This design comes from an exercise in tuning for small area, a short achievable clock period and few clock cycles per item on the open sky130 flow, not from production work.
Function was checked by simulation only, so behaviour that the tests miss may differ from the original.

==> flow/design.v (outline; a module is shown in full before it is edited, if it fits) <==
// module rce_vw_check: 30 lines
// module rce_horner: 961 lines
// module rce_bcd: 178 lines
// module rce_radix_decode: 18 lines
// module rce_radix_encode: 25 lines
// module rce_alu48: 26 lines
// module rce_exec: 161 lines
// module radix_codec_engine: 36 lines
// module rce_format: 33 lines
module radix_codec_engine (
    input  wire         clk,
    input  wire         rst,
    input  wire         cmd_valid,
    output wire         cmd_ready,
    input  wire [279:0] cmd_word,
    output wire         rsp_valid,
    input  wire         rsp_ready,
    output wire [139:0] rsp_word
);
  // ...
==> flow/run.sh <==
#!/bin/bash
# synth_recipe.tcl (not shown) runs the flow's synth.tcl, then flattens the netlist and writes it again
# the make line also repeats each setting of config.mk as NAME=value (left out here)
make -C /OpenROAD-flow-scripts/flow DESIGN_CONFIG=/design/flow/config.mk WORK_HOME=/design/flow/orfs CLKGATE_MAP_FILE= SYNTH_SCRIPT=/design/flow/synth_recipe.tcl finish
==> flow/config.mk <==
export PLATFORM = sky130hd
export DESIGN_NAME = radix_codec_engine
export DESIGN_NICKNAME = radix_codec_engine
export VERILOG_FILES = /design/flow/design.v
export SDC_FILE = /design/flow/constraint.sdc
export NUM_CORES = 4
export LEC_CHECK = 0
export ABC_AREA = 1
export CAP_MARGIN = 20
export CORE_MARGIN = 2
export CORE_UTILIZATION = 40
export SLEW_MARGIN = 20
==> flow/constraint.sdc <==
create_clock -name core_clock -period 100.0 [get_ports {clk}]
set_input_delay 20.0000 -clock core_clock [delete_from_list [all_inputs] [get_ports {clk}]]
set_output_delay 20.0000 -clock core_clock [all_outputs]
set_load 0.01 [all_outputs]
==> results.toml, run 1 <==
[route]
via_count = 67400
drc_errors = 0
dr.pass1.iters = 7

[clock_tree]
cts_buffer_depth = 2
clock-sinks = 52
tritoncts = "done"
cts_setup_buffers = 0
cts_hold_buf = 0
cts_resized = 0

[status]
status = "finished clean"

[worst_setup_path]
cp-start-kind = "primary input"
worst-path-buf-inv = 13
critPathArrivalTime_ns = 47.79
critPathCapture = "rv[0]$_DFFE_PN_"
timing.rr.start = "busy$_SDFF_PP0_"
rr_endpoint = "rv[17]$_SDFFCE_PP0N_"

[sta]
fin_ws_ns = 52.36
fin_skew_ns = 0.00871
slew_viol_final = 0
relSlewSlack_pct = 10.7
hold_viol = 0

[synth]
synthAdderAreaFrac_pct = 31.2
ys_ff_latch = 52
synthDistinctLibCells = 85
synth_flop_cell = "edfxtp_1"

[cells_and_area]
multi_input_area_share_pct = 78.1
area_growth_pct = 10.6

[place]
gp_congestion = 1.10
dp_cells = 11800

[die]
n_tap_cell = 1930
Testbench counts, summed over its fixed seeds: cycles 48,000, items 24,000.
==> module rce_exec, before the edit <==
module rce_exec (
    input  wire [279:0] cw,
    output wire [1:0]   k,
    output wire         s,
    output wire [47:0]  v
);
    localparam USE = 2'd0, PROP = 2'd1, VERR = 2'd2, NERR = 2'd3;
    wire [3:0]   op   = cw[279:276];
    wire [1:0]   rin  = cw[275:274];
    wire [1:0]   rout = cw[273:272];
    wire [135:0] a    = cw[271:136];
    wire [135:0] b    = cw[135:0];
    wire [2:0]   ta   = a[135:133];
    wire [2:0]   tb   = b[135:133];
    wire [4:0]   la   = a[132:128];
    wire [4:0]   lb   = b[132:128];
    wire op_dec  = (op == 4'h1);
    wire op_enc  = (op == 4'h2);
    wire op_encp = (op == 4'h3);
    wire op_cvt  = (op == 4'h4);
    wire op_bit  = (op >= 4'h8) && (op <= 4'hC);
    wire op_sh   = (op == 4'hB) || (op == 4'hC);
    wire digit_op = op_dec | op_cvt;
    wire enc_op   = op_enc | op_encp | op_cvt;
    wire one_op   = op_dec | op_enc | op_cvt;
    wire a_legal, a_zero, b_legal, b_zero;
    wire [15:0] lta, ltb;
    rce_vw_check u_chk_a (.vw(a), .legal(a_legal), .zero(a_zero), .lt(lta));
    rce_vw_check u_chk_b (.vw(b), .legal(b_legal), .zero(b_zero), .lt(ltb));
    wire wf = (digit_op | enc_op | op_bit) &
              (digit_op ? (rin  != 2'b00) : (rin  == 2'b00)) &
              (enc_op   ? (rout != 2'b00) : (rout == 2'b00)) &
              a_legal & (one_op ? b_zero : b_legal);
    wire [15:0] dga, dgb;         
    wire [15:0] hla;              
    wire [63:0] nba, nbb;         
    genvar i;
    generate
        for (i = 0; i < 16; i = i + 1) begin : g
            wire [7:0] ca = a[127-8*i -: 8];
            wire [7:0] cb = b[127-8*i -: 8];
            assign dga[i] = (ca[7:4] == 4'h3) & (ca[3:0] <= 4'd9);
            assign dgb[i] = (cb[7:4] == 4'h3) & (cb[3:0] <= 4'd9);
            assign hla[i] = (ca[7:4] == 4'h4) & (ca[3:0] >= 4'd1) & (ca[3:0] <= 4'd6);
            if (i == 0) begin : s0
                assign nba[63:60] = (ca == 8'h2D) ? 4'd0 : ca[3:0];
                assign nbb[63:60] = (cb == 8'h2D) ? 4'd0 : cb[3:0];
            end else if (i < 10) begin : s1
                assign nba[63-4*i -: 4] = hla[i] ? (ca[3:0] + 4'd9) : ca[3:0];
                assign nbb[63-4*i -: 4] = cb[3:0];
            end else begin : s2
                assign nba[63-4*i -: 4] = ca[3:0];
                assign nbb[63-4*i -: 4] = cb[3:0];
            end
        end
    endgenerate
    wire nega = (a[127:120] == 8'h2D);
    wire negb = (b[127:120] == 8'h2D);
    wire [3:0] a0hex = a[123:120] + 4'd9;
    wire txa = (la != 5'd0) & ~(nega & (la == 5'd1)) &
               (&(~lta | dga | {15'd0, nega}));
    wire txb = (lb != 5'd0) & ~(negb & (lb == 5'd1)) &
               (&(~ltb | dgb | {15'd0, negb}));
    wire [3:0]  sha = 5'd16 - la;
    wire [3:0]  shb = 5'd16 - lb;
    wire [63:0] nba_h = {(hla[0] ? a0hex : nba[63:60]), nba[59:0]};
    wire [63:0] ra = nba_h >> {sha, 2'b00};
    wire [63:0] rb = nbb   >> {shb, 2'b00};
    wire [47:0] ma, mb;           
    rce_horner u_hza (.r(ra), .v(ma));
    rce_horner u_hzb (.r(rb), .v(mb));
    wire biga = (ra >= 64'h0281474976710656);    
    wire bigb = (rb >= 64'h0281474976710656);
    wire a_int = (ta == 3'b010);
    wire a_txt = (ta == 3'b100);
    wire a_abs = (ta == 3'b000);
    wire [1:0] cia = a_abs ? USE : (ta == 3'b001) ? VERR : a_int ? USE :
                     (ta == 3'b011) ? NERR : a_txt ? (txa ? USE : VERR) :
                     (ta == 3'b101) ? PROP : VERR;
    wire nza = |ma;
    wire xok = a_int ? (a[63:48] == 16'd0) : a_txt ? (~biga & ~(nega & nza)) : 1'b1;
    wire [47:0] x = a_int ? a[47:0] : a_txt ? ma : 48'd0;
    wire b_int = (tb == 3'b010);
    wire b_txt = (tb == 3'b100);
    wire b_abs = (tb == 3'b000);
    wire [1:0] cib = b_abs ? USE : (tb == 3'b001) ? VERR : b_int ? USE :
                     (tb == 3'b011) ? NERR : b_txt ? (txb ? USE : VERR) :
                     (tb == 3'b101) ? PROP : VERR;
    wire nzb = |mb;
    wire yok = b_int ? (b[63:48] == 16'd0) : b_txt ? (~bigb & ~(negb & nzb)) : 1'b1;
    wire [47:0] y = b_int ? b[47:0] : b_txt ? mb : 48'd0;
    wire kpos_i = (b[63:6] == 58'd0) & (b[5:0] <= 6'd53);
    wire kneg_i = (b[63:6] == {58{1'b1}}) & (b[5:0] >= 6'd11);
    wire [5:0] bneg6 = 6'd0 - b[5:0];
    wire kok = b_int ? (kpos_i | kneg_i) : b_txt ? (~bigb & (mb <= 48'd53)) : 1'b1;
    wire kn  = b_int ? b[63] : b_txt ? negb : 1'b0;
    wire [5:0] km = b_int ? (b[63] ? bneg6 : b[5:0]) : b_txt ? mb[5:0] : 6'd0;
    wire plok = b_int ? ((b[63:4] == 60'd0) & (b[3:0] <= 4'd10)) :
                b_txt ? (~bigb & ~(negb & nzb) & (mb <= 48'd10)) : 1'b1;
    wire [3:0] pl = b_int ? b[3:0] : b_txt ? mb[3:0] : 4'd0;
    wire [43:0] bcd;
    rce_bcd u_bcd (.n(a[33:0]), .bcd(bcd));
    wire big10 = (a[63:34] != 30'd0) | (bcd[43:40] != 4'd0);    
    wire [1:0] cda = a_abs ? USE : (ta == 3'b001) ? VERR :
                     a_int ? ((a[63] | big10) ? NERR : USE) :
                     (ta == 3'b011) ? NERR : a_txt ? USE :
                     (ta == 3'b101) ? PROP : VERR;
    wire [15:0] dva;
    generate
        for (i = 0; i < 16; i = i + 1) begin : gv
            wire [7:0] ca = a[127-8*i -: 8];
            assign dva[i] = (rin == 2'b01) ? (dga[i] & (ca[3:1] == 3'd0)) :
                            (rin == 2'b10) ? (dga[i] & ~ca[3]) :
                                             (dga[i] | hla[i]);
        end
    endgenerate
    wire [9:0] bd_ok;
    generate
        for (i = 0; i < 10; i = i + 1) begin : gb
            assign bd_ok[i] = (rin == 2'b01) ? (bcd[4*i+3 -: 3] == 3'd0) :
                              (rin == 2'b10) ? ~bcd[4*i+3] : 1'b1;
        end
    endgenerate
    wire dec_ok = a_txt ? ((la != 5'd0) & (la <= 5'd10) & (&(~lta | dva))) :
                  a_int ? (&bd_ok) : 1'b1;
    wire [39:0] dn = a_txt ? ra[39:0] : a_int ? bcd[39:0] : 40'd0;
    wire [47:0] dv;
    rce_radix_decode u_dec (.dn(dn), .rc(rin), .n(dv));
    wire [39:0] nma = 40'd0 - ma[39:0];
    wire a40_ok = a_int ? ((a[63:39] == 25'd0) | (a[63:39] == {25{1'b1}})) :
                  a_txt ? (~biga & ((ma[47:39] == 9'd0) |
                                    (nega & (ma[47:39] == 9'd1) & (ma[38:0] == 39'd0)))) :
                  1'b1;
    wire [39:0] pa = a_int ? a[39:0] : a_txt ? (nega ? nma : ma[39:0]) : 40'd0;
    wire [39:0] pe = op_cvt ? dv[39:0] : pa;
    wire        ok40 = op_cvt ? 1'b1 : a40_ok;
    wire        enc_rng;
    wire [39:0] dig;
    wire [3:0]  ndig;
    rce_radix_encode u_enc (.p(pe), .ok40(ok40), .rc(rout), .ok(enc_rng), .d(dig), .ndig(ndig));
    wire enc_ok = enc_rng & (~op_encp | (plok & (pl >= ndig)));
    wire [3:0] slen = op_encp ? pl : ndig;
    wire left = (op == 4'hB) ? ~kn : kn;
    wire ovf;
    wire [47:0] alu_r;
    rce_alu48 u_alu (.lop(op_sh ? 2'd3 : op[1:0]), .x(x), .y(y), .left(left), .m(km),
                     .ovf(ovf), .r(alu_r));
    wire alu_ok = xok & (op_sh ? (kok & ~(left & ovf)) : yok);
    wire [1:0] c1 = digit_op ? cda : cia;
    wire [1:0] c2 = one_op ? USE : cib;
    wire op_ok = op_dec ? dec_ok : op_cvt ? (dec_ok & enc_ok) : enc_op ? enc_ok : alu_ok;
    wire is_err = (c1 != USE) | (c2 != USE) | ~op_ok;
    wire [7:0] code = (c1 == PROP) ? a[7:0] : (c2 == PROP) ? b[7:0] :
                      ((c1 == VERR) | (c2 == VERR)) ? 8'h01 : 8'h02;
    assign k = ~wf ? 2'd0 : is_err ? 2'd1 : (op_dec | op_bit) ? 2'd2 : 2'd3;
    assign s = op_dec & dv[47];
    assign v = is_err ? {40'd0, code} :
               op_dec ? dv :
               op_bit ? alu_r :
               {4'd0, slen, dig};
endmodule
==> module radix_codec_engine, before the edit <==
module radix_codec_engine (
    input  wire         clk,
    input  wire         rst,
    input  wire         cmd_valid,
    output wire         cmd_ready,
    input  wire [279:0] cmd_word,
    output wire         rsp_valid,
    input  wire         rsp_ready,
    output wire [139:0] rsp_word
);
    reg          busy;
    reg  [1:0]   rk;
    reg          rs;
    reg  [47:0]  rv;
    wire [1:0]   nk;
    wire         ns;
    wire [47:0]  nv;
    rce_exec u_exec (.cw(cmd_word), .k(nk), .s(ns), .v(nv));
    assign cmd_ready = !busy && !rst;
    assign rsp_valid = busy && !rst;
    always @(posedge clk) begin
        if (rst)
            busy <= 1'b0;
        else if (!busy)
            busy <= cmd_valid;
        else if (rsp_ready)
            busy <= 1'b0;
    end
    always @(posedge clk)
        if (!busy) begin
            rk <= nk;
            rs <= ns;
            rv <= nv;
        end
    rce_format u_fmt (.vld(rsp_valid), .k(rk), .s(rs), .v(rv), .rw(rsp_word));
endmodule
==> run 2: changes to the inputs <==
--- a/flow/design.v
+++ b/flow/design.v
@@ -1167,6 +1167,18 @@
     wire [3:0] t162 = add3({t125[3], t134[3], t143[3], t152[3]});
     assign bcd = {1'b0, 1'b0, 1'b0, t162[3], t162[2], t162[1], t162[0], t161[3], t161[2], t161[1], t161[0], t160[3], t160[2], t160[1], t160[0], t159[3], t159[2], t159[1], t159[0], t158[3], t158[2], t158[1], t158[0], t157[3], t157[2], t157[1], t157[0], t156[3], t156[2], t156[1], t156[0], t155[3], t155[2], t155[1], t155[0], t154[3], t154[2], t154[1], t154[0], t153[3], t153[2], t153[1], t153[0], n[0]};
 endmodule
+module rce_dconv (
+    input  wire [63:0] nib,       
+    input  wire [4:0]  len,
+    output wire [63:0] r,         
+    output wire [47:0] m,
+    output wire        big
+);
+    wire [3:0] sh = 5'd16 - len;
+    assign r   = nib >> {sh, 2'b00};
+    assign big = (r >= 64'h0281474976710656);
+    rce_horner u_hz (.r(r), .v(m));
+endmodule
 module rce_radix_decode (
     input  wire [39:0] dn,
     input  wire [1:0]  rc,
@@ -1238,29 +1250,43 @@
 endmodule
 module rce_exec (
     input  wire [279:0] cw,
+    input  wire         pend,       
+    input  wire [63:0]  p_nib,      
+    input  wire [4:0]   p_len,
+    input  wire         p_negb,
+    input  wire         p_nega,
+    input  wire [3:0]   p_op,
+    input  wire [1:0]   p_rout,
+    input  wire [47:0]  r_v,        
+    input  wire         r_s,        
+    output wire [63:0]  n_nib,      
+    output wire         n_negb,
+    output wire         n_nega,
+    output wire         need2,
     output wire [1:0]   k,
     output wire         s,
     output wire [47:0]  v
 );
     localparam USE = 2'd0, PROP = 2'd1, VERR = 2'd2, NERR = 2'd3;
-    wire [3:0]   op   = cw[279:276];
+    wire [3:0]   op_c = cw[279:276];
     wire [1:0]   rin  = cw[275:274];
-    wire [1:0]   rout = cw[273:272];
+    wire [1:0]   rout_c = cw[273:272];
     wire [135:0] a    = cw[271:136];
     wire [135:0] b    = cw[135:0];
     wire [2:0]   ta   = a[135:133];
     wire [2:0]   tb   = b[135:133];
     wire [4:0]   la   = a[132:128];
     wire [4:0]   lb   = b[132:128];
+    wire [3:0]   op   = pend ? p_op   : op_c;
+    wire [1:0]   rout = pend ? p_rout : rout_c;
     wire op_dec  = (op == 4'h1);
-    wire op_enc  = (op == 4'h2);
     wire op_encp = (op == 4'h3);
     wire op_cvt  = (op == 4'h4);
     wire op_bit  = (op >= 4'h8) && (op <= 4'hC);
     wire op_sh   = (op == 4'hB) || (op == 4'hC);
     wire digit_op = op_dec | op_cvt;
-    wire enc_op   = op_enc | op_encp | op_cvt;
-    wire one_op   = op_dec | op_enc | op_cvt;
+    wire enc_op   = (op == 4'h2) | op_encp | op_cvt;
+    wire one_op   = op_dec | (op == 4'h2) | op_cvt;
     wire a_legal, a_zero, b_legal, b_zero;
     wire [15:0] lta, ltb;
     rce_vw_check u_chk_a (.vw(a), .legal(a_legal), .zero(a_zero), .lt(lta));
@@ -1272,6 +1298,8 @@
     wire [15:0] dga, dgb;         
     wire [15:0] hla;              
     wire [63:0] nba, nbb;         
+    wire nega = (a[127:120] == 8'h2D);
+    wire negb = (b[127:120] == 8'h2D);
     genvar i;
     generate
         for (i = 0; i < 16; i = i + 1) begin : g
@@ -1281,8 +1309,8 @@
             assign dgb[i] = (cb[7:4] == 4'h3) & (cb[3:0] <= 4'd9);
             assign hla[i] = (ca[7:4] == 4'h4) & (ca[3:0] >= 4'd1) & (ca[3:0] <= 4'd6);
             if (i == 0) begin : s0
-                assign nba[63:60] = (ca == 8'h2D) ? 4'd0 : ca[3:0];
-                assign nbb[63:60] = (cb == 8'h2D) ? 4'd0 : cb[3:0];
+                assign nba[63:60] = nega ? 4'd0 : hla[0] ? (ca[3:0] + 4'd9) : ca[3:0];
+                assign nbb[63:60] = negb ? 4'd0 : cb[3:0];
             end else if (i < 10) begin : s1
                 assign nba[63-4*i -: 4] = hla[i] ? (ca[3:0] + 4'd9) : ca[3:0];
                 assign nbb[63-4*i -: 4] = cb[3:0];
@@ -1292,56 +1320,60 @@
             end
         end
     endgenerate
-    wire nega = (a[127:120] == 8'h2D);
-    wire negb = (b[127:120] == 8'h2D);
-    wire [3:0] a0hex = a[123:120] + 4'd9;
+    assign n_nib  = nbb;
+    assign n_negb = negb;
+    assign n_nega = nega;
     wire txa = (la != 5'd0) & ~(nega & (la == 5'd1)) &
                (&(~lta | dga | {15'd0, nega}));
     wire txb = (lb != 5'd0) & ~(negb & (lb == 5'd1)) &
                (&(~ltb | dgb | {15'd0, negb}));
-    wire [3:0]  sha = 5'd16 - la;
-    wire [3:0]  shb = 5'd16 - lb;
-    wire [63:0] nba_h = {(hla[0] ? a0hex : nba[63:60]), nba[59:0]};
-    wire [63:0] ra = nba_h >> {sha, 2'b00};
-    wire [63:0] rb = nbb   >> {shb, 2'b00};
-    wire [47:0] ma, mb;           
-    rce_horner u_hza (.r(ra), .v(ma));
-    rce_horner u_hzb (.r(rb), .v(mb));
-    wire biga = (ra >= 64'h0281474976710656);    
-    wire bigb = (rb >= 64'h0281474976710656);
-    wire a_int = (ta == 3'b010);
-    wire a_txt = (ta == 3'b100);
-    wire a_abs = (ta == 3'b000);
-    wire [1:0] cia = a_abs ? USE : (ta == 3'b001) ? VERR : a_int ? USE :
-                     (ta == 3'b011) ? NERR : a_txt ? (txa ? USE : VERR) :
+    wire a_txt_c = (ta == 3'b100);
+    wire b_txt_c = (tb == 3'b100);
+    wire [63:0] cv_nib = pend ? p_nib : a_txt_c ? nba : nbb;
+    wire [4:0]  cv_len = pend ? p_len : a_txt_c ? la  : lb;
+    wire [63:0] ra;
+    wire [47:0] cm;
+    wire        cbig;
+    rce_dconv u_cv (.nib(cv_nib), .len(cv_len), .r(ra), .m(cm), .big(cbig));
+    wire a_int = ~pend & (ta == 3'b010);
+    wire a_txt = pend | a_txt_c;
+    wire a_abs = ~pend & (ta == 3'b000);
+    wire [47:0] ma   = pend ? r_v : cm;
+    wire        biga = pend ? r_s : cbig;
+    wire        nga  = pend ? p_nega : nega;
+    wire b_int = ~pend & (tb == 3'b010);
+    wire b_txt = pend | b_txt_c;
+    wire [47:0] mb   = cm;
+    wire        bigb = cbig;
+    wire        ngb  = pend ? p_negb : negb;
+    wire [1:0] cia = (ta == 3'b000) ? USE : (ta == 3'b001) ? VERR : (ta == 3'b010) ? USE :
+                     (ta == 3'b011) ? NERR : a_txt_c ? (txa ? USE : VERR) :
                      (ta == 3'b101) ? PROP : VERR;
     wire nza = |ma;
-    wire xok = a_int ? (a[63:48] == 16'd0) : a_txt ? (~biga & ~(nega & nza)) : 1'b1;
+    wire xok = a_int ? (a[63:48] == 16'd0) : a_txt ? (~biga & ~(nga & nza)) : 1'b1;
     wire [47:0] x = a_int ? a[47:0] : a_txt ? ma : 48'd0;
-    wire b_int = (tb == 3'b010);
-    wire b_txt = (tb == 3'b100);
-    wire b_abs = (tb == 3'b000);
-    wire [1:0] cib = b_abs ? USE : (tb == 3'b001) ? VERR : b_int ? USE :
-                     (tb == 3'b011) ? NERR : b_txt ? (txb ? USE : VERR) :
+    wire [1:0] cib = (tb == 3'b000) ? USE : (tb == 3'b001) ? VERR : (tb == 3'b010) ? USE :
+                     (tb == 3'b011) ? NERR : b_txt_c ? (txb ? USE : VERR) :
                      (tb == 3'b101) ? PROP : VERR;
     wire nzb = |mb;
-    wire yok = b_int ? (b[63:48] == 16'd0) : b_txt ? (~bigb & ~(negb & nzb)) : 1'b1;
+    wire yok = b_int ? (b[63:48] == 16'd0) : b_txt ? (~bigb & ~(ngb & nzb)) : 1'b1;
     wire [47:0] y = b_int ? b[47:0] : b_txt ? mb : 48'd0;
     wire kpos_i = (b[63:6] == 58'd0) & (b[5:0] <= 6'd53);
     wire kneg_i = (b[63:6] == {58{1'b1}}) & (b[5:0] >= 6'd11);
     wire [5:0] bneg6 = 6'd0 - b[5:0];
-    wire kok = b_int ? (kpos_i | kneg_i) : b_txt ? (~bigb & (mb <= 48'd53)) : 1'b1;
-    wire kn  = b_int ? b[63] : b_txt ? negb : 1'b0;
+    wire small53 = (mb[47:6] == 42'd0) & (mb[5:0] <= 6'd53);
+    wire kok = b_int ? (kpos_i | kneg_i) : b_txt ? (~bigb & small53) : 1'b1;
+    wire kn  = b_int ? b[63] : b_txt ? ngb : 1'b0;
     wire [5:0] km = b_int ? (b[63] ? bneg6 : b[5:0]) : b_txt ? mb[5:0] : 6'd0;
     wire plok = b_int ? ((b[63:4] == 60'd0) & (b[3:0] <= 4'd10)) :
-                b_txt ? (~bigb & ~(negb & nzb) & (mb <= 48'd10)) : 1'b1;
+                b_txt ? (~bigb & ~(ngb & nzb) & small53 & (mb[5:0] <= 6'd10)) : 1'b1;
     wire [3:0] pl = b_int ? b[3:0] : b_txt ? mb[3:0] : 4'd0;
     wire [43:0] bcd;
     rce_bcd u_bcd (.n(a[33:0]), .bcd(bcd));
     wire big10 = (a[63:34] != 30'd0) | (bcd[43:40] != 4'd0);    
-    wire [1:0] cda = a_abs ? USE : (ta == 3'b001) ? VERR :
-                     a_int ? ((a[63] | big10) ? NERR : USE) :
-                     (ta == 3'b011) ? NERR : a_txt ? USE :
+    wire [1:0] cda = (ta == 3'b000) ? USE : (ta == 3'b001) ? VERR :
+                     (ta == 3'b010) ? ((a[63] | big10) ? NERR : USE) :
+                     (ta == 3'b011) ? NERR : a_txt_c ? USE :
                      (ta == 3'b101) ? PROP : VERR;
     wire [15:0] dva;
     generate
@@ -1359,17 +1391,17 @@
                               (rin == 2'b10) ? ~bcd[4*i+3] : 1'b1;
         end
     endgenerate
-    wire dec_ok = a_txt ? ((la != 5'd0) & (la <= 5'd10) & (&(~lta | dva))) :
-                  a_int ? (&bd_ok) : 1'b1;
-    wire [39:0] dn = a_txt ? ra[39:0] : a_int ? bcd[39:0] : 40'd0;
+    wire dec_ok = a_txt_c ? ((la != 5'd0) & (la <= 5'd10) & (&(~lta | dva))) :
+                  (ta == 3'b010) ? (&bd_ok) : 1'b1;
+    wire [39:0] dn = a_txt_c ? ra[39:0] : (ta == 3'b010) ? bcd[39:0] : 40'd0;
     wire [47:0] dv;
     rce_radix_decode u_dec (.dn(dn), .rc(rin), .n(dv));
     wire [39:0] nma = 40'd0 - ma[39:0];
     wire a40_ok = a_int ? ((a[63:39] == 25'd0) | (a[63:39] == {25{1'b1}})) :
                   a_txt ? (~biga & ((ma[47:39] == 9'd0) |
-                                    (nega & (ma[47:39] == 9'd1) & (ma[38:0] == 39'd0)))) :
+                                    (nga & (ma[47:39] == 9'd1) & (ma[38:0] == 39'd0)))) :
                   1'b1;
-    wire [39:0] pa = a_int ? a[39:0] : a_txt ? (nega ? nma : ma[39:0]) : 40'd0;
+    wire [39:0] pa = a_int ? a[39:0] : a_txt ? (nga ? nma : ma[39:0]) : 40'd0;
     wire [39:0] pe = op_cvt ? dv[39:0] : pa;
     wire        ok40 = op_cvt ? 1'b1 : a40_ok;
     wire        enc_rng;
@@ -1384,15 +1416,19 @@
     rce_alu48 u_alu (.lop(op_sh ? 2'd3 : op[1:0]), .x(x), .y(y), .left(left), .m(km),
                      .ovf(ovf), .r(alu_r));
     wire alu_ok = xok & (op_sh ? (kok & ~(left & ovf)) : yok);
-    wire [1:0] c1 = digit_op ? cda : cia;
-    wire [1:0] c2 = one_op ? USE : cib;
+    wire [1:0] c1 = pend ? USE : digit_op ? cda : cia;
+    wire [1:0] c2 = (pend | one_op) ? USE : cib;
     wire op_ok = op_dec ? dec_ok : op_cvt ? (dec_ok & enc_ok) : enc_op ? enc_ok : alu_ok;
-    wire is_err = (c1 != USE) | (c2 != USE) | ~op_ok;
+    wire cls_err = (c1 != USE) | (c2 != USE);
+    wire is_err = cls_err | ~op_ok;
     wire [7:0] code = (c1 == PROP) ? a[7:0] : (c2 == PROP) ? b[7:0] :
                       ((c1 == VERR) | (c2 == VERR)) ? 8'h01 : 8'h02;
-    assign k = ~wf ? 2'd0 : is_err ? 2'd1 : (op_dec | op_bit) ? 2'd2 : 2'd3;
-    assign s = op_dec & dv[47];
-    assign v = is_err ? {40'd0, code} :
+    assign need2 = ~pend & wf & ~cls_err & a_txt_c & b_txt_c & (op_encp | op_bit);
+    wire wf2 = pend | wf;
+    assign k = ~wf2 ? 2'd0 : is_err ? 2'd1 : (op_dec | op_bit) ? 2'd2 : 2'd3;
+    assign s = need2 ? cbig : (op_dec & dv[47]);
+    assign v = need2 ? cm :
+               is_err ? {40'd0, code} :
                op_dec ? dv :
                op_bit ? alu_r :
                {4'd0, slen, dig};
@@ -1408,29 +1444,50 @@
     output wire [139:0] rsp_word
 );
     reg          busy;
+    reg          pend;       
     reg  [1:0]   rk;
     reg          rs;
     reg  [47:0]  rv;
+    reg  [63:0]  p_nib;
+    reg  [4:0]   p_len;
+    reg          p_negb, p_nega;
+    reg  [3:0]   p_op;
+    reg  [1:0]   p_rout;
     wire [1:0]   nk;
     wire         ns;
     wire [47:0]  nv;
-    rce_exec u_exec (.cw(cmd_word), .k(nk), .s(ns), .v(nv));
+    wire [63:0]  n_nib;
+    wire         n_negb, n_nega, need2;
+    rce_exec u_exec (.cw(cmd_word), .pend(pend),
+                     .p_nib(p_nib), .p_len(p_len), .p_negb(p_negb), .p_nega(p_nega),
+                     .p_op(p_op), .p_rout(p_rout), .r_v(rv), .r_s(rs),
+                     .n_nib(n_nib), .n_negb(n_negb), .n_nega(n_nega), .need2(need2),
+                     .k(nk), .s(ns), .v(nv));
     assign cmd_ready = !busy && !rst;
-    assign rsp_valid = busy && !rst;
+    assign rsp_valid = busy && !pend && !rst;
     always @(posedge clk) begin
         if (rst)
             busy <= 1'b0;
         else if (!busy)
             busy <= cmd_valid;
-        else if (rsp_ready)
+        else if (!pend && rsp_ready)
             busy <= 1'b0;
+        pend <= !busy && need2;
     end
     always @(posedge clk)
-        if (!busy) begin
+        if (!busy || pend) begin
             rk <= nk;
             rs <= ns;
             rv <= nv;
         end
+    always @(posedge clk) begin
+        p_nib  <= n_nib;
+        p_len  <= cmd_word[132:128];
+        p_negb <= n_negb;
+        p_nega <= n_nega;
+        p_op   <= cmd_word[279:276];
+        p_rout <= cmd_word[273:272];
+    end
     rce_format u_fmt (.vld(rsp_valid), .k(rk), .s(rs), .v(rv), .rw(rsp_word));
 endmodule
 module rce_format (
==> flow/flow/run.sh (new file) <==
#!/bin/bash
# The standard layout (standard.sh), with one change: ORFS's area-oriented
# ABC mapping script is replaced by flow/abc_area.script, which maps with
# more area recovery. The synthesis script, the registers and every later
# step are the standard ones. Each run's full output goes to a log here.
set -euo pipefail
here=$(pwd)
rm -rf "$here/scripts_x"
cp -r "$FLOW_HOME/scripts" "$here/scripts_x"
cp "$here/flow/abc_area.script" "$here/scripts_x/abc_area.script"
bash "$here/standard.sh" SCRIPTS_DIR="$here/scripts_x" > "$here/standard_flow.log" 2>&1
==> flow/flow/abc_area.script (new file) <==
strash
&get -n
&fraig -x
&put
dc2
strash
&get -n
&dch -f
&nf -R 1000 -p
&put
strash
&get -n
&dch -f
&nf -R 1000 -p
&put
topo
stime -c
buffer -c
upsize -c
dnsize -c
==> flow/standard.sh (new file) <==
#!/bin/bash
# synth_recipe.tcl (not shown) runs the flow's synth.tcl, then flattens the netlist and writes it again
# the make line also repeats each setting of config.mk as NAME=value (left out here)
make -C /OpenROAD-flow-scripts/flow DESIGN_CONFIG=/design/flow/config.mk WORK_HOME=/design/flow/orfs CLKGATE_MAP_FILE= SYNTH_SCRIPT=/design/flow/synth_recipe.tcl "${@:-finish}"
removed: flow/run.sh
==> results.toml, run 2 <==
[synth]
synth_xor_area_share_pct = 0.810
synth_simple_gate_area_share_pct = 28.1
synth_top_family_by_area = "compound AO/OA/AOI/OAI gates"
synth_commonest_cells = "nor2_1, nand2_1, a21oi_1"
synthArstFlopShare_pct = 0
synth_area_leader_cell = "fa_1"
syn-mean-instance-area_um2 = 6.75
synth-seq-area-share_pct = 6.81
synthTopCellsByArea = "fa_1, nor2_1, nand2_1"
ys_ff_latch = 129
netlist.area_leader.share_pct = 17.0
synth_warnings = 3
synth_compound_area_share_pct = 31.2
syn_inst = 6733
synthDistinctLibCells = 128
synthMuxAreaShare_pct = 3.42
syn-cell-area_mm2 = 0.0454
synth_flop_cell = "dfxtp_1"
synth_edf_count = 51
synthAdderAreaFrac_pct = 22.7
synth.most_common_cell = "nor2_1"

[worst_setup_path]
end_kind = "flop"
slowest_delay_ns = 0.94
critPathArrivalTime_ns = 51.14
path_class = "in -> reg"
cpMaxStageDelayCell = "nor2_4"
worstSetupStartpoint = "cmd_word[269]"
crit_top_cell = "fa_1"
required_ns = 100.35
critPathMaxFanout = 67
cp-start-kind = "primary input"
timing.rr.start = "pend$_DFF_P_"

[sta]
relSlewSlack_pct = 8.49
setup_viol = 0
slew_viol_final = 0
fmax_mhz = 19.7
worst_pin_slew_ns = 1.36
fin_setup_tns_ns = 0
finalCriticalPeriod_ns = 50.79
rsz0062_at_grt = "no"
hold_viol = 0
fin_crit_sh_pct = 50.8
fin_skew_ns = 0.0166

[cells_and_area]
final_util_pct = 46.0
drive_gt1_share_pct = 6.12
area_growth_pct = 14.0
fillers = 11800
top_regs = "p_nib (64), rv (48)"
largest_reg_flops = 64
layout_common_cells = "nor2_1, nand2_1, a21oi_1"
final_common_cell = "nor2_1"
nets = 7830
regMostFlops = "p_nib"
stdcell_count = 8485

[route]
drt-vias-per-instance = 6.41
dr.pass1.iters = 9
routedWlPerCell_um = 28.5
wl_um = 242000
ant_nets = 0
via_count = 54400
drt_iter0_drc = 7324
drc_errors = 0

[min_path]
hp-class = "reg -> reg"
hold_start = "busy$_SDFF_PP0_"

[grt]
grt_usage_pct = 40.3
grt_max_degree = 68
grt_pass1_vias = 50400
antenna_found_initial = 48
grt-ovfl-total = 0
grt_first_pass_wirelength_um = 345000

[clock_tree]
cts_setup_buffers = 0
clkLatencyLatePin_ns = 0.51
cts_resized = 0
tritoncts = "done"
cts_buffer_depth = 2
clock-sinks = 129
clockRootBuffer = "clkbuf_16"
htreeDepth = 4
cts_hold_buf = 0
cts_inserted_buffers = 17
path_clk_slew_ns = 0.07

[place]
gp_congestion = 1.07
portBuffers = 413
dpl.hpwl_um = 199000
dp_cells = 8433

[die]
start_util_pct = 40.3
core_area_mm2 = 0.113
dieHeight_um = 341
dieWidth_um = 341
io_pins = 426
rows = 123
die_area_mm2 = 0.116

[run]
maxCapViolCount = 0

[status]
status = "finished clean"
run 2: path summary, 6_finish.rpt:
check,slack (ns),cells past startpoint,end
worst min-delay path,0.52,1,pend$_DFF_P_
worst max register to register,68.53,82,rv[10]$_DFFE_PP_
worst max-delay path,49.21,83,rv[10]$_DFFE_PP_
worst min register to register,0.52,1,pend$_DFF_P_
run 2: kinds of logic after synthesis:
kind of cell	Yosys count
AOI/OAI and AO/OA	2259
xor gates and xnor gates	42
adders and majority gates	594
buffers and inverters	778
DFF	129
muxes	150
other	1
and+or+nand+nor	2780
run 2: cell type report:
| cell class | instances | area (um^2) | area share (%) |
|---|---|---|---|
| clock buffer | 17 | 425 | 0.822 |
| inverter | 428 | 1610 | 3.10 |
| tap | 1500 | 1880 | 3.62 |
| clock inverter | 15 | 143 | 0.275 |
| multi-input combinational | 5837 | 39500 | 76.3 |
| timing repair buffer | 539 | 5080 | 9.81 |
| antenna | 20 | 50.0 | 0.0967 |
| sequential | 129 | 3100 | 5.98 |
run 2: metal layers:
layer	global-route usage (%)	vias up	part of all wire (%)
met4	18.2	42	5.3
met2	59.5	3290	41
li1	-	24300	-
met3	12.5	605	13
met5	0	-	0.12
met1	53.6	26200	40
run 2: critical path, delay by kind of cell:
family / cells / cell delay (ns)
fa+ha+maj: 47 / 21.15
compound gates: 14 / 3.97
simple gates: 10 / 3.24
buf+inv: 11 / 2.59
xor+xnor: 1 / 0.14
run 2: stage by stage:
stage               area (um^2)  setup slack (ns)  hold slack, ns
floorplan                 45500             51.30           0.437
global placement          51100             49.37           0.503
detailed placement        51100             49.11           0.522
CTS                       51700             49.55           0.523
global route              51800             47.93           0.563
finish                    51800             49.21           0.524
Testbench counts of run 2, summed over its fixed seeds: cycles 48,302, items 24,000.
==> run 3: changes to the inputs <==
--- a/flow/design.v
+++ b/flow/design.v
@@ -28,6 +28,126 @@
         (tag == 3'b100) ? (len_ok & pad_ok) :
         (tag == 3'b101) ? (len0 & hi0 & mid0 & nz[15]) : 1'b0;
 endmodule
+module rce_front (
+    input  wire [279:0] cw,
+    output wire [3:0]   op,
+    output wire [1:0]   rin,
+    output wire [1:0]   rout,
+    output wire         wf,        
+    output wire         cerr,      
+    output wire [7:0]   code,      
+    output wire         dok,       
+    output wire [63:0]  av,        
+    output wire [4:0]   la,
+    output wire         at,        
+    output wire         ai,        
+    output wire         na,        
+    output wire [63:0]  bv,        
+    output wire [4:0]   lb,
+    output wire         bt,
+    output wire         bi,
+    output wire         nb
+);
+    localparam USE = 2'd0, PROP = 2'd1, VERR = 2'd2, NERR = 2'd3;
+    wire [135:0] a  = cw[271:136];
+    wire [135:0] b  = cw[135:0];
+    wire [2:0]   ta = a[135:133];
+    wire [2:0]   tb = b[135:133];
+    assign op   = cw[279:276];
+    assign rin  = cw[275:274];
+    assign rout = cw[273:272];
+    assign la   = a[132:128];
+    assign lb   = b[132:128];
+    wire op_dec  = (op == 4'h1);
+    wire op_cvt  = (op == 4'h4);
+    wire op_bit  = (op >= 4'h8) && (op <= 4'hC);
+    wire digit_op = op_dec | op_cvt;
+    wire enc_op   = (op == 4'h2) | (op == 4'h3) | op_cvt;
+    wire one_op   = op_dec | (op == 4'h2) | op_cvt;
+    wire a_legal, a_zero, b_legal, b_zero;
+    wire [15:0] lta, ltb;
+    rce_vw_check u_chk_a (.vw(a), .legal(a_legal), .zero(a_zero), .lt(lta));
+    rce_vw_check u_chk_b (.vw(b), .legal(b_legal), .zero(b_zero), .lt(ltb));
+    assign wf = (digit_op | enc_op | op_bit) &
+                (digit_op ? (rin  != 2'b00) : (rin  == 2'b00)) &
+                (enc_op   ? (rout != 2'b00) : (rout == 2'b00)) &
+                a_legal & (one_op ? b_zero : b_legal);
+    wire [15:0] dga, dgb;         
+    wire [15:0] hla;              
+    wire [63:0] nba, nbb;         
+    assign na = (a[127:120] == 8'h2D);
+    assign nb = (b[127:120] == 8'h2D);
+    genvar i;
+    generate
+        for (i = 0; i < 16; i = i + 1) begin : g
+            wire [7:0] ca = a[127-8*i -: 8];
+            wire [7:0] cb = b[127-8*i -: 8];
+            assign dga[i] = (ca[7:4] == 4'h3) & (ca[3:0] <= 4'd9);
+            assign dgb[i] = (cb[7:4] == 4'h3) & (cb[3:0] <= 4'd9);
+            assign hla[i] = (ca[7:4] == 4'h4) & (ca[3:0] >= 4'd1) & (ca[3:0] <= 4'd6);
+            if (i == 0) begin : s0
+                assign nba[63:60] = na ? 4'd0 : hla[0] ? (ca[3:0] + 4'd9) : ca[3:0];
+                assign nbb[63:60] = nb ? 4'd0 : cb[3:0];
+            end else if (i < 10) begin : s1
+                assign nba[63-4*i -: 4] = hla[i] ? (ca[3:0] + 4'd9) : ca[3:0];
+                assign nbb[63-4*i -: 4] = cb[3:0];
+            end else begin : s2
+                assign nba[63-4*i -: 4] = ca[3:0];
+                assign nbb[63-4*i -: 4] = cb[3:0];
+            end
+        end
+    endgenerate
+    wire txa = (la != 5'd0) & ~(na & (la == 5'd1)) &
+               (&(~lta | dga | {15'd0, na}));
+    wire txb = (lb != 5'd0) & ~(nb & (lb == 5'd1)) &
+               (&(~ltb | dgb | {15'd0, nb}));
+    wire a_txt = (ta == 3'b100);
+    wire b_txt = (tb == 3'b100);
+    wire a_int = (ta == 3'b010);
+    wire b_int = (tb == 3'b010);
+    wire [1:0] cia = (ta == 3'b000) ? USE : (ta == 3'b001) ? VERR : a_int ? USE :
+                     (ta == 3'b011) ? NERR : a_txt ? (txa ? USE : VERR) :
+                     (ta == 3'b101) ? PROP : VERR;
+    wire [1:0] cib = (tb == 3'b000) ? USE : (tb == 3'b001) ? VERR : b_int ? USE :
+                     (tb == 3'b011) ? NERR : b_txt ? (txb ? USE : VERR) :
+                     (tb == 3'b101) ? PROP : VERR;
+    wire [43:0] bcd;
+    rce_bcd u_bcd (.n(a[33:0]), .bcd(bcd));
+    wire big10 = (a[63:34] != 30'd0) | (bcd[43:40] != 4'd0);    
+    wire [1:0] cda = (ta == 3'b000) ? USE : (ta == 3'b001) ? VERR :
+                     a_int ? ((a[63] | big10) ? NERR : USE) :
+                     (ta == 3'b011) ? NERR : a_txt ? USE :
+                     (ta == 3'b101) ? PROP : VERR;
+    wire [1:0] c1 = digit_op ? cda : cia;
+    wire [1:0] c2 = one_op ? USE : cib;
+    assign cerr = (c1 != USE) | (c2 != USE);
+    assign code = (c1 == PROP) ? a[7:0] : (c2 == PROP) ? b[7:0] :
+                  ((c1 == VERR) | (c2 == VERR)) ? 8'h01 : 8'h02;
+    wire [15:0] dva;
+    generate
+        for (i = 0; i < 16; i = i + 1) begin : gv
+            wire [7:0] ca = a[127-8*i -: 8];
+            assign dva[i] = (rin == 2'b01) ? (dga[i] & (ca[3:1] == 3'd0)) :
+                            (rin == 2'b10) ? (dga[i] & ~ca[3]) :
+                                             (dga[i] | hla[i]);
+        end
+    endgenerate
+    wire [9:0] bd_ok;
+    generate
+        for (i = 0; i < 10; i = i + 1) begin : gb
+            assign bd_ok[i] = (rin == 2'b01) ? (bcd[4*i+3 -: 3] == 3'd0) :
+                              (rin == 2'b10) ? ~bcd[4*i+3] : 1'b1;
+        end
+    endgenerate
+    assign dok = a_txt ? ((la != 5'd0) & (la <= 5'd10) & (&(~lta | dva))) :
+                 a_int ? (&bd_ok) : 1'b1;
+    assign at = a_txt;
+    assign ai = a_int & ~digit_op;
+    assign av = a_txt ? nba : (a_int & digit_op) ? {24'd0, bcd[39:0]} : a[63:0];
+    assign bt = b_txt;
+    assign bi = b_int;
+    assign bv = b_txt ? nbb : b[63:0];
+endmodule
 module rce_horner (
     input  wire [63:0] r,       
     output wire [47:0] v
@@ -1249,159 +1369,77 @@
                (left ? t : rev(t));
 endmodule
 module rce_exec (
-    input  wire [279:0] cw,
-    input  wire         pend,       
-    input  wire [63:0]  p_nib,      
-    input  wire [4:0]   p_len,
-    input  wire         p_negb,
-    input  wire         p_nega,
-    input  wire [3:0]   p_op,
-    input  wire [1:0]   p_rout,
+    input  wire         pend,
+    input  wire [3:0]   op,
+    input  wire [1:0]   rin,
+    input  wire [1:0]   rout,
+    input  wire         wf,
+    input  wire         cerr,
+    input  wire [7:0]   code,
+    input  wire         dok,
+    input  wire [63:0]  av,
+    input  wire [4:0]   la,
+    input  wire         at,
+    input  wire         ai,
+    input  wire         na,
+    input  wire [63:0]  bv,
+    input  wire [4:0]   lb,
+    input  wire         bt,
+    input  wire         bi,
+    input  wire         nb,
     input  wire [47:0]  r_v,        
     input  wire         r_s,        
-    output wire [63:0]  n_nib,      
-    output wire         n_negb,
-    output wire         n_nega,
     output wire         need2,
     output wire [1:0]   k,
     output wire         s,
     output wire [47:0]  v
 );
-    localparam USE = 2'd0, PROP = 2'd1, VERR = 2'd2, NERR = 2'd3;
-    wire [3:0]   op_c = cw[279:276];
-    wire [1:0]   rin  = cw[275:274];
-    wire [1:0]   rout_c = cw[273:272];
-    wire [135:0] a    = cw[271:136];
-    wire [135:0] b    = cw[135:0];
-    wire [2:0]   ta   = a[135:133];
-    wire [2:0]   tb   = b[135:133];
-    wire [4:0]   la   = a[132:128];
-    wire [4:0]   lb   = b[132:128];
-    wire [3:0]   op   = pend ? p_op   : op_c;
-    wire [1:0]   rout = pend ? p_rout : rout_c;
     wire op_dec  = (op == 4'h1);
     wire op_encp = (op == 4'h3);
     wire op_cvt  = (op == 4'h4);
     wire op_bit  = (op >= 4'h8) && (op <= 4'hC);
     wire op_sh   = (op == 4'hB) || (op == 4'hC);
-    wire digit_op = op_dec | op_cvt;
-    wire enc_op   = (op == 4'h2) | op_encp | op_cvt;
-    wire one_op   = op_dec | (op == 4'h2) | op_cvt;
-    wire a_legal, a_zero, b_legal, b_zero;
-    wire [15:0] lta, ltb;
-    rce_vw_check u_chk_a (.vw(a), .legal(a_legal), .zero(a_zero), .lt(lta));
-    rce_vw_check u_chk_b (.vw(b), .legal(b_legal), .zero(b_zero), .lt(ltb));
-    wire wf = (digit_op | enc_op | op_bit) &
-              (digit_op ? (rin  != 2'b00) : (rin  == 2'b00)) &
-              (enc_op   ? (rout != 2'b00) : (rout == 2'b00)) &
-              a_legal & (one_op ? b_zero : b_legal);
-    wire [15:0] dga, dgb;         
-    wire [15:0] hla;              
-    wire [63:0] nba, nbb;         
-    wire nega = (a[127:120] == 8'h2D);
-    wire negb = (b[127:120] == 8'h2D);
-    genvar i;
-    generate
-        for (i = 0; i < 16; i = i + 1) begin : g
-            wire [7:0] ca = a[127-8*i -: 8];
-            wire [7:0] cb = b[127-8*i -: 8];
-            assign dga[i] = (ca[7:4] == 4'h3) & (ca[3:0] <= 4'd9);
-            assign dgb[i] = (cb[7:4] == 4'h3) & (cb[3:0] <= 4'd9);
-            assign hla[i] = (ca[7:4] == 4'h4) & (ca[3:0] >= 4'd1) & (ca[3:0] <= 4'd6);
-            if (i == 0) begin : s0
-                assign nba[63:60] = nega ? 4'd0 : hla[0] ? (ca[3:0] + 4'd9) : ca[3:0];
-                assign nbb[63:60] = negb ? 4'd0 : cb[3:0];
-            end else if (i < 10) begin : s1
-                assign nba[63-4*i -: 4] = hla[i] ? (ca[3:0] + 4'd9) : ca[3:0];
-                assign nbb[63-4*i -: 4] = cb[3:0];
-            end else begin : s2
-                assign nba[63-4*i -: 4] = ca[3:0];
-                assign nbb[63-4*i -: 4] = cb[3:0];
-            end
-        end
-    endgenerate
-    assign n_nib  = nbb;
-    assign n_negb = negb;
-    assign n_nega = nega;
-    wire txa = (la != 5'd0) & ~(nega & (la == 5'd1)) &
-               (&(~lta | dga | {15'd0, nega}));
-    wire txb = (lb != 5'd0) & ~(negb & (lb == 5'd1)) &
-               (&(~ltb | dgb | {15'd0, negb}));
-    wire a_txt_c = (ta == 3'b100);
-    wire b_txt_c = (tb == 3'b100);
-    wire [63:0] cv_nib = pend ? p_nib : a_txt_c ? nba : nbb;
-    wire [4:0]  cv_len = pend ? p_len : a_txt_c ? la  : lb;
+    wire enc_op  = (op == 4'h2) | op_encp | op_cvt;
+    wire        cvb    = pend | ~at;            
+    wire [63:0] cv_nib = cvb ? bv : av;
+    wire [4:0]  cv_len = cvb ? lb : la;
     wire [63:0] ra;
     wire [47:0] cm;
     wire        cbig;
     rce_dconv u_cv (.nib(cv_nib), .len(cv_len), .r(ra), .m(cm), .big(cbig));
-    wire a_int = ~pend & (ta == 3'b010);
-    wire a_txt = pend | a_txt_c;
-    wire a_abs = ~pend & (ta == 3'b000);
+    wire a_int = ~pend & ai;
+    wire a_txt = pend | at;
     wire [47:0] ma   = pend ? r_v : cm;
     wire        biga = pend ? r_s : cbig;
-    wire        nga  = pend ? p_nega : nega;
-    wire b_int = ~pend & (tb == 3'b010);
-    wire b_txt = pend | b_txt_c;
+    wire b_int = ~pend & bi;
+    wire b_txt = pend | bt;
     wire [47:0] mb   = cm;
     wire        bigb = cbig;
-    wire        ngb  = pend ? p_negb : negb;
-    wire [1:0] cia = (ta == 3'b000) ? USE : (ta == 3'b001) ? VERR : (ta == 3'b010) ? USE :
-                     (ta == 3'b011) ? NERR : a_txt_c ? (txa ? USE : VERR) :
-                     (ta == 3'b101) ? PROP : VERR;
     wire nza = |ma;
-    wire xok = a_int ? (a[63:48] == 16'd0) : a_txt ? (~biga & ~(nga & nza)) : 1'b1;
-    wire [47:0] x = a_int ? a[47:0] : a_txt ? ma : 48'd0;
-    wire [1:0] cib = (tb == 3'b000) ? USE : (tb == 3'b001) ? VERR : (tb == 3'b010) ? USE :
-                     (tb == 3'b011) ? NERR : b_txt_c ? (txb ? USE : VERR) :
-                     (tb == 3'b101) ? PROP : VERR;
+    wire xok = a_int ? (av[63:48] == 16'd0) : a_txt ? (~biga & ~(na & nza)) : 1'b1;
+    wire [47:0] x = a_int ? av[47:0] : a_txt ? ma : 48'd0;
     wire nzb = |mb;
-    wire yok = b_int ? (b[63:48] == 16'd0) : b_txt ? (~bigb & ~(ngb & nzb)) : 1'b1;
-    wire [47:0] y = b_int ? b[47:0] : b_txt ? mb : 48'd0;
-    wire kpos_i = (b[63:6] == 58'd0) & (b[5:0] <= 6'd53);
-    wire kneg_i = (b[63:6] == {58{1'b1}}) & (b[5:0] >= 6'd11);
-    wire [5:0] bneg6 = 6'd0 - b[5:0];
+    wire yok = b_int ? (bv[63:48] == 16'd0) : b_txt ? (~bigb & ~(nb & nzb)) : 1'b1;
+    wire [47:0] y = b_int ? bv[47:0] : b_txt ? mb : 48'd0;
+    wire kpos_i = (bv[63:6] == 58'd0) & (bv[5:0] <= 6'd53);
+    wire kneg_i = (bv[63:6] == {58{1'b1}}) & (bv[5:0] >= 6'd11);
+    wire [5:0] bneg6 = 6'd0 - bv[5:0];
     wire small53 = (mb[47:6] == 42'd0) & (mb[5:0] <= 6'd53);
     wire kok = b_int ? (kpos_i | kneg_i) : b_txt ? (~bigb & small53) : 1'b1;
-    wire kn  = b_int ? b[63] : b_txt ? ngb : 1'b0;
-    wire [5:0] km = b_int ? (b[63] ? bneg6 : b[5:0]) : b_txt ? mb[5:0] : 6'd0;
-    wire plok = b_int ? ((b[63:4] == 60'd0) & (b[3:0] <= 4'd10)) :
-                b_txt ? (~bigb & ~(ngb & nzb) & small53 & (mb[5:0] <= 6'd10)) : 1'b1;
-    wire [3:0] pl = b_int ? b[3:0] : b_txt ? mb[3:0] : 4'd0;
-    wire [43:0] bcd;
-    rce_bcd u_bcd (.n(a[33:0]), .bcd(bcd));
-    wire big10 = (a[63:34] != 30'd0) | (bcd[43:40] != 4'd0);    
-    wire [1:0] cda = (ta == 3'b000) ? USE : (ta == 3'b001) ? VERR :
-                     (ta == 3'b010) ? ((a[63] | big10) ? NERR : USE) :
-                     (ta == 3'b011) ? NERR : a_txt_c ? USE :
-                     (ta == 3'b101) ? PROP : VERR;
-    wire [15:0] dva;
-    generate
-        for (i = 0; i < 16; i = i + 1) begin : gv
-            wire [7:0] ca = a[127-8*i -: 8];
-            assign dva[i] = (rin == 2'b01) ? (dga[i] & (ca[3:1] == 3'd0)) :
-                            (rin == 2'b10) ? (dga[i] & ~ca[3]) :
-                                             (dga[i] | hla[i]);
-        end
-    endgenerate
-    wire [9:0] bd_ok;
-    generate
-        for (i = 0; i < 10; i = i + 1) begin : gb
-            assign bd_ok[i] = (rin == 2'b01) ? (bcd[4*i+3 -: 3] == 3'd0) :
-                              (rin == 2'b10) ? ~bcd[4*i+3] : 1'b1;
-        end
-    endgenerate
-    wire dec_ok = a_txt_c ? ((la != 5'd0) & (la <= 5'd10) & (&(~lta | dva))) :
-                  (ta == 3'b010) ? (&bd_ok) : 1'b1;
-    wire [39:0] dn = a_txt_c ? ra[39:0] : (ta == 3'b010) ? bcd[39:0] : 40'd0;
+    wire kn  = b_int ? bv[63] : b_txt ? nb : 1'b0;
+    wire [5:0] km = b_int ? (bv[63] ? bneg6 : bv[5:0]) : b_txt ? mb[5:0] : 6'd0;
+    wire plok = b_int ? ((bv[63:4] == 60'd0) & (bv[3:0] <= 4'd10)) :
+                b_txt ? (~bigb & ~(nb & nzb) & small53 & (mb[5:0] <= 6'd10)) : 1'b1;
+    wire [3:0] pl = b_int ? bv[3:0] : b_txt ? mb[3:0] : 4'd0;
+    wire [39:0] dn = at ? ra[39:0] : av[39:0];
     wire [47:0] dv;
     rce_radix_decode u_dec (.dn(dn), .rc(rin), .n(dv));
     wire [39:0] nma = 40'd0 - ma[39:0];
-    wire a40_ok = a_int ? ((a[63:39] == 25'd0) | (a[63:39] == {25{1'b1}})) :
+    wire a40_ok = a_int ? ((av[63:39] == 25'd0) | (av[63:39] == {25{1'b1}})) :
                   a_txt ? (~biga & ((ma[47:39] == 9'd0) |
-                                    (nga & (ma[47:39] == 9'd1) & (ma[38:0] == 39'd0)))) :
+                                    (na & (ma[47:39] == 9'd1) & (ma[38:0] == 39'd0)))) :
                   1'b1;
-    wire [39:0] pa = a_int ? a[39:0] : a_txt ? (nga ? nma : ma[39:0]) : 40'd0;
+    wire [39:0] pa = a_int ? av[39:0] : a_txt ? (na ? nma : ma[39:0]) : 40'd0;
     wire [39:0] pe = op_cvt ? dv[39:0] : pa;
     wire        ok40 = op_cvt ? 1'b1 : a40_ok;
     wire        enc_rng;
@@ -1416,19 +1454,16 @@
     rce_alu48 u_alu (.lop(op_sh ? 2'd3 : op[1:0]), .x(x), .y(y), .left(left), .m(km),
                      .ovf(ovf), .r(alu_r));
     wire alu_ok = xok & (op_sh ? (kok & ~(left & ovf)) : yok);
-    wire [1:0] c1 = pend ? USE : digit_op ? cda : cia;
-    wire [1:0] c2 = (pend | one_op) ? USE : cib;
-    wire op_ok = op_dec ? dec_ok : op_cvt ? (dec_ok & enc_ok) : enc_op ? enc_ok : alu_ok;
-    wire cls_err = (c1 != USE) | (c2 != USE);
-    wire is_err = cls_err | ~op_ok;
-    wire [7:0] code = (c1 == PROP) ? a[7:0] : (c2 == PROP) ? b[7:0] :
-                      ((c1 == VERR) | (c2 == VERR)) ? 8'h01 : 8'h02;
-    assign need2 = ~pend & wf & ~cls_err & a_txt_c & b_txt_c & (op_encp | op_bit);
+    wire op_ok = op_dec ? dok : op_cvt ? (dok & enc_ok) : enc_op ? enc_ok : alu_ok;
+    wire c_err = ~pend & cerr;
+    wire is_err = c_err | ~op_ok;
+    assign need2 = ~pend & wf & ~cerr & at & bt & (op_encp | op_bit);
     wire wf2 = pend | wf;
+    wire [7:0] ecode = c_err ? code : 8'h02;
     assign k = ~wf2 ? 2'd0 : is_err ? 2'd1 : (op_dec | op_bit) ? 2'd2 : 2'd3;
     assign s = need2 ? cbig : (op_dec & dv[47]);
     assign v = need2 ? cm :
-               is_err ? {40'd0, code} :
+               is_err ? {40'd0, ecode} :
                op_dec ? dv :
                op_bit ? alu_r :
                {4'd0, slen, dig};
@@ -1443,51 +1478,94 @@
     input  wire         rsp_ready,
     output wire [139:0] rsp_word
 );
-    reg          busy;
+    reg          busy;       
+    reg          comp;       
     reg          pend;       
+    reg          sv;         
     reg  [1:0]   rk;
     reg          rs;
     reg  [47:0]  rv;
-    reg  [63:0]  p_nib;
-    reg  [4:0]   p_len;
-    reg          p_negb, p_nega;
-    reg  [3:0]   p_op;
-    reg  [1:0]   p_rout;
+    reg  [3:0]   s_op;
+    reg  [1:0]   s_rin, s_rout;
+    reg          s_wf, s_cerr, s_dok;
+    reg  [7:0]   s_code;
+    reg  [63:0]  s_av, s_bv;
+    reg  [4:0]   s_la, s_lb;
+    reg          s_at, s_ai, s_na, s_bt, s_bi, s_nb;
+    wire [3:0]   f_op;
+    wire [1:0]   f_rin, f_rout;
+    wire         f_wf, f_cerr, f_dok;
+    wire [7:0]   f_code;
+    wire [63:0]  f_av, f_bv;
+    wire [4:0]   f_la, f_lb;
+    wire         f_at, f_ai, f_na, f_bt, f_bi, f_nb;
+    rce_front u_front (.cw(cmd_word), .op(f_op), .rin(f_rin), .rout(f_rout),
+                       .wf(f_wf), .cerr(f_cerr), .code(f_code), .dok(f_dok),
+                       .av(f_av), .la(f_la), .at(f_at), .ai(f_ai), .na(f_na),
+                       .bv(f_bv), .lb(f_lb), .bt(f_bt), .bi(f_bi), .nb(f_nb));
     wire [1:0]   nk;
     wire         ns;
     wire [47:0]  nv;
-    wire [63:0]  n_nib;
-    wire         n_negb, n_nega, need2;
-    rce_exec u_exec (.cw(cmd_word), .pend(pend),
-                     .p_nib(p_nib), .p_len(p_len), .p_negb(p_negb), .p_nega(p_nega),
-                     .p_op(p_op), .p_rout(p_rout), .r_v(rv), .r_s(rs),
-                     .n_nib(n_nib), .n_negb(n_negb), .n_nega(n_nega), .need2(need2),
-                     .k(nk), .s(ns), .v(nv));
+    wire         need2;
+    rce_exec u_exec (.pend(pend), .op(s_op), .rin(s_rin), .rout(s_rout),
+                     .wf(s_wf), .cerr(s_cerr), .code(s_code), .dok(s_dok),
+                     .av(s_av), .la(s_la), .at(s_at), .ai(s_ai), .na(s_na),
+                     .bv(s_bv), .lb(s_lb), .bt(s_bt), .bi(s_bi), .nb(s_nb),
+                     .r_v(rv), .r_s(rs), .need2(need2), .k(nk), .s(ns), .v(nv));
     assign cmd_ready = !busy && !rst;
-    assign rsp_valid = busy && !pend && !rst;
+    assign rsp_valid = busy && !comp && !pend && !rst;
+    wire step1 = (!busy && sv) || comp;
+    wire hold  = step1 && need2;
     always @(posedge clk) begin
-        if (rst)
+        if (rst) begin
             busy <= 1'b0;
-        else if (!busy)
-            busy <= cmd_valid;
-        else if (!pend && rsp_ready)
-            busy <= 1'b0;
-        pend <= !busy && need2;
+            comp <= 1'b0;
+            pend <= 1'b0;
+            sv   <= 1'b0;
+        end else begin
+            if (!busy) begin
+                busy <= cmd_valid;
+                comp <= cmd_valid && !sv;
+                pend <= cmd_valid && sv && need2;
+            end else if (comp) begin
+                comp <= 1'b0;
+                pend <= need2;
+            end else if (pend) begin
+                pend <= 1'b0;
+            end else if (rsp_ready) begin
+                busy <= 1'b0;
+            end
+            sv <= cmd_valid && busy && !hold;
+        end
     end
     always @(posedge clk)
-        if (!busy || pend) begin
+        if (!busy || comp || pend) begin
             rk <= nk;
             rs <= ns;
             rv <= nv;
         end
     always @(posedge clk) begin
-        p_nib  <= n_nib;
-        p_len  <= cmd_word[132:128];
-        p_negb <= n_negb;
-        p_nega <= n_nega;
-        p_op   <= cmd_word[279:276];
-        p_rout <= cmd_word[273:272];
+        s_rin  <= f_rin;
+        s_wf   <= f_wf;
+        s_cerr <= f_cerr;
+        s_code <= f_code;
+        s_dok  <= f_dok;
+        s_av   <= f_av;
+        s_la   <= f_la;
+        s_at   <= f_at;
+        s_ai   <= f_ai;
+        s_bt   <= f_bt;
+        s_bi   <= f_bi;
     end
+    always @(posedge clk)
+        if (!hold) begin
+            s_op   <= f_op;
+            s_rout <= f_rout;
+            s_na   <= f_na;
+            s_bv   <= f_bv;
+            s_lb   <= f_lb;
+            s_nb   <= f_nb;
+        end
     rce_format u_fmt (.vld(rsp_valid), .k(rk), .s(rs), .v(rv), .rw(rsp_word));
 endmodule
 module rce_format (
==> results.toml, run 3 <==
[route]
routedWlPerCell_um = 27.3
drt-vias-per-instance = 6.28
via_count = 56000
drc_errors = 0
dr.pass1.iters = 7
wl_um = 243000
ant_nets = 0
drt_iter0_drc = 6725

[synth]
synth_area_leader_cell = "fa_1"
synth_warnings = 3
synth_flop_cell = "edfxtp_1"
synth-seq-area-share_pct = 11.4
syn_inst = 7033
syn-mean-instance-area_um2 = 6.98
ys_ff_latch = 216
synthDistinctLibCells = 122
synth.most_common_cell = "nor2_1"
synthArstFlopShare_pct = 0
syn-cell-area_mm2 = 0.0491
netlist.area_leader.share_pct = 15.8
synthTopCellsByArea = "fa_1, edfxtp_1, nor2_1"
synth_edf_count = 127
synth_commonest_cells = "nor2_1, nand2_1, a21oi_1"

[worst_setup_path]
slowest_delay_ns = 0.67
critPathArrivalTime_ns = 23.50
end_kind = "primary output"
rr_worst_depth = 83
r2r_slack_ns = 68.29
path_cells = "clkdlybuf4s50_1, nor2_1, nand2_1, inv_1, nand3_1, inv_1, nor2_1, o21a_1, a31o_2, a2111oi_0, clkdlybuf4s50_1"
critPathMaxFanout = 7
cp-start-kind = "primary input"
worst-path-buf-inv = 4
path_class = "in -> out"
rr_endpoint = "rv[17]$_DFFE_PP_"
critPathTopFamily = "buffers and inverters"
required_ns = 80.00
timing.rr.start = "s_at$_DFF_P_"
cpMaxStageDelayCell = "clkdlybuf4s50_1"

[sta]
setup_viol = 0
slew_viol_final = 3
fin_skew_ns = 0.0542
hold_viol = 0
fin_ws_ns = 56.50
worst_pin_slew_ns = 1.60
rsz0062_at_grt = "no"
finalCriticalPeriod_ns = 43.50
hold-worst-slack_ns = 0.465
fmax_mhz = 23.0
relSlewSlack_pct = -6.99
fin_crit_sh_pct = 43.5
fin_setup_tns_ns = 0

[grt]
grt_max_degree = 91
grt_first_pass_wirelength_um = 353000
antenna_found_initial = 45
grt_usage_pct = 37.4
grt_pass1_vias = 53100
grt-ovfl-total = 0

[clock_tree]
cts_buffer_depth = 3
clockRootBuffer = "clkbuf_16"
clock-sinks = 216
cts_hold_buf = 0
cts_inserted_buffers = 27
tritoncts = "done"
cts_setup_buffers = 0
clkLatencyLatePin_ns = 0.64
cts_resized = 0
htreeDepth = 1
path_clk_slew_ns = 0.05

[min_path]
hold_start = "sv$_SDFF_PP0_"
hp-class = "reg -> reg"
worstHoldEndpoint = "comp$_SDFF_PN0_"
holdPathStages = 1

[place]
placed_area_mm2 = 0.0548
pre_cts_slack_ns = 56.59
gp_congestion = 1.11
portBuffers = 413
dpl.hpwl_um = 199000

[cells_and_area]
layout_common_cells = "nor2_1, nand2_1, a21oi_1"
top_regs = "s_av (64), s_bv (64), rv (48)"
final_common_cell = "nor2_1"
fillers = 12600
finalInstanceArea_mm2 = 0.0559
nets = 8101
final_util_pct = 45.8
drive_gt1_share_pct = 6.27
area_growth_pct = 13.7

[die]
dieWidth_um = 354
core_area_mm2 = 0.122
die_area_mm2 = 0.126
rows = 128
start_util_pct = 40.3
dieHeight_um = 354
io_pins = 426

[status]
status = "complete, but fails checks"
violations = "max-capacitance violations, max-slew violations"

[run]
maxCapViolCount = 1
==> run 3: kinds of logic after synthesis <==
kind of cell,share of synthesized area (%)
and+or+nand+nor,27.3
AOI/OAI and AO/OA,29.4
buffers and inverters,6.43
adders and majority gates,21.0
DFF,11.4
muxes,3.74
xor gates and xnor gates,0.820
other,0.00764
==> run 3: worst max path at each step <==
stage / from / to / cells past startpoint
2_1_floorplan: rst / rsp_word[115] / 9
3_3_place_gp: rst / rsp_word[113] / 13
3_5_place_dp: rst / rsp_word[115] / 11
4_1_cts: rst / rsp_word[115] / 11
5_1_grt: rst / rsp_word[115] / 11
6_report: rst / rsp_word[115] / 11
==> run 3: final cells by class <==
cell class | instances | area, um^2 | area share [%]
inverters | 446 | 1670 | 3.00
clock buffers | 34 | 753 | 1.35
diodes | 38 | 95.1 | 0.170
multi-input cells | 6016 | 40600 | 72.7
well taps | 1625 | 2030 | 3.64
clock inverters | 15 | 191 | 0.343
flip-flops and latches | 216 | 5600 | 10.0
repair buffers | 518 | 4920 | 8.81
==> run 3: metal layers <==
metal	up-vias	global-route usage, %	routed length, um
met5	-	0.415	246
met4	28	25.8	19700
met3	802	9.95	26100
met2	3029	59.7	108000
met1	26600	43.7	89500
li1	25500	-	-
==> run 3: worst register-to-register path, delay by kind of cell, from the launching register on <==
| family | cells | cell delay, ns |
|---|---|---|
| AO/OA/AOI/OAI | 15 | 4.68 |
| XOR/XNOR | 4 | 0.61 |
| adder cells (fa/ha/maj) | 46 | 20.43 |
| buffers and inverters | 9 | 3.06 |
| flip-flops | 1 | 0.33 |
| multiplexers | 1 | 0.33 |
| AND/OR/NAND/NOR | 8 | 2.17 |
==> run 3: per-stage QoR <==
stage                     cells
after floorplan            7044
after CTS                  8869
after global routing       8890
after detailed placement   8820
after global placement     8818
final                      8908
Testbench counts of run 3, summed over its fixed seeds: cycles 48,310, items 24,000.

[static timing again, ports no longer ideal]
Ports are ideal in the flow. The routed layouts listed here were re-timed in OpenROAD. Step 1, drivers: a clkbuf_16 drives clk and a buf_2 each remaining input, both assumed. Step 2 adds t to the input delays and takes it off the output delays; t is the mean of the earliest and latest rising clock arrival at the registers after step 1. Input paths then give back, and output paths get back, about the clock's delay inside the block. Slacks: ideal ports / drivers / drivers and shift; pairs: ideal ports / drivers.
run | shift t [ns] | setup WS [ns] | hold WS [ns] | latest minus earliest clock arrival (ns) | cell pins on the clock port's net
run 1 | 0.360 | 52.361 / 52.381 / 52.021 | 0.580 / 0.580 / 0.580 | 0.014 / 0.014 | 1
run 2 | 0.572 | 49.212 / 49.119 / 48.547 | 0.524 / 0.524 / 0.524 | 0.021 / 0.022 | 1
run 3 | 0.685 | 56.503 / 56.475 / 56.475 | 0.465 / 0.465 / 0.465 | 0.054 / 0.054 | 1
The setup slack of run 2, which loses most, moves by -0.093 ns with the drivers and by -0.665 ns with both steps.
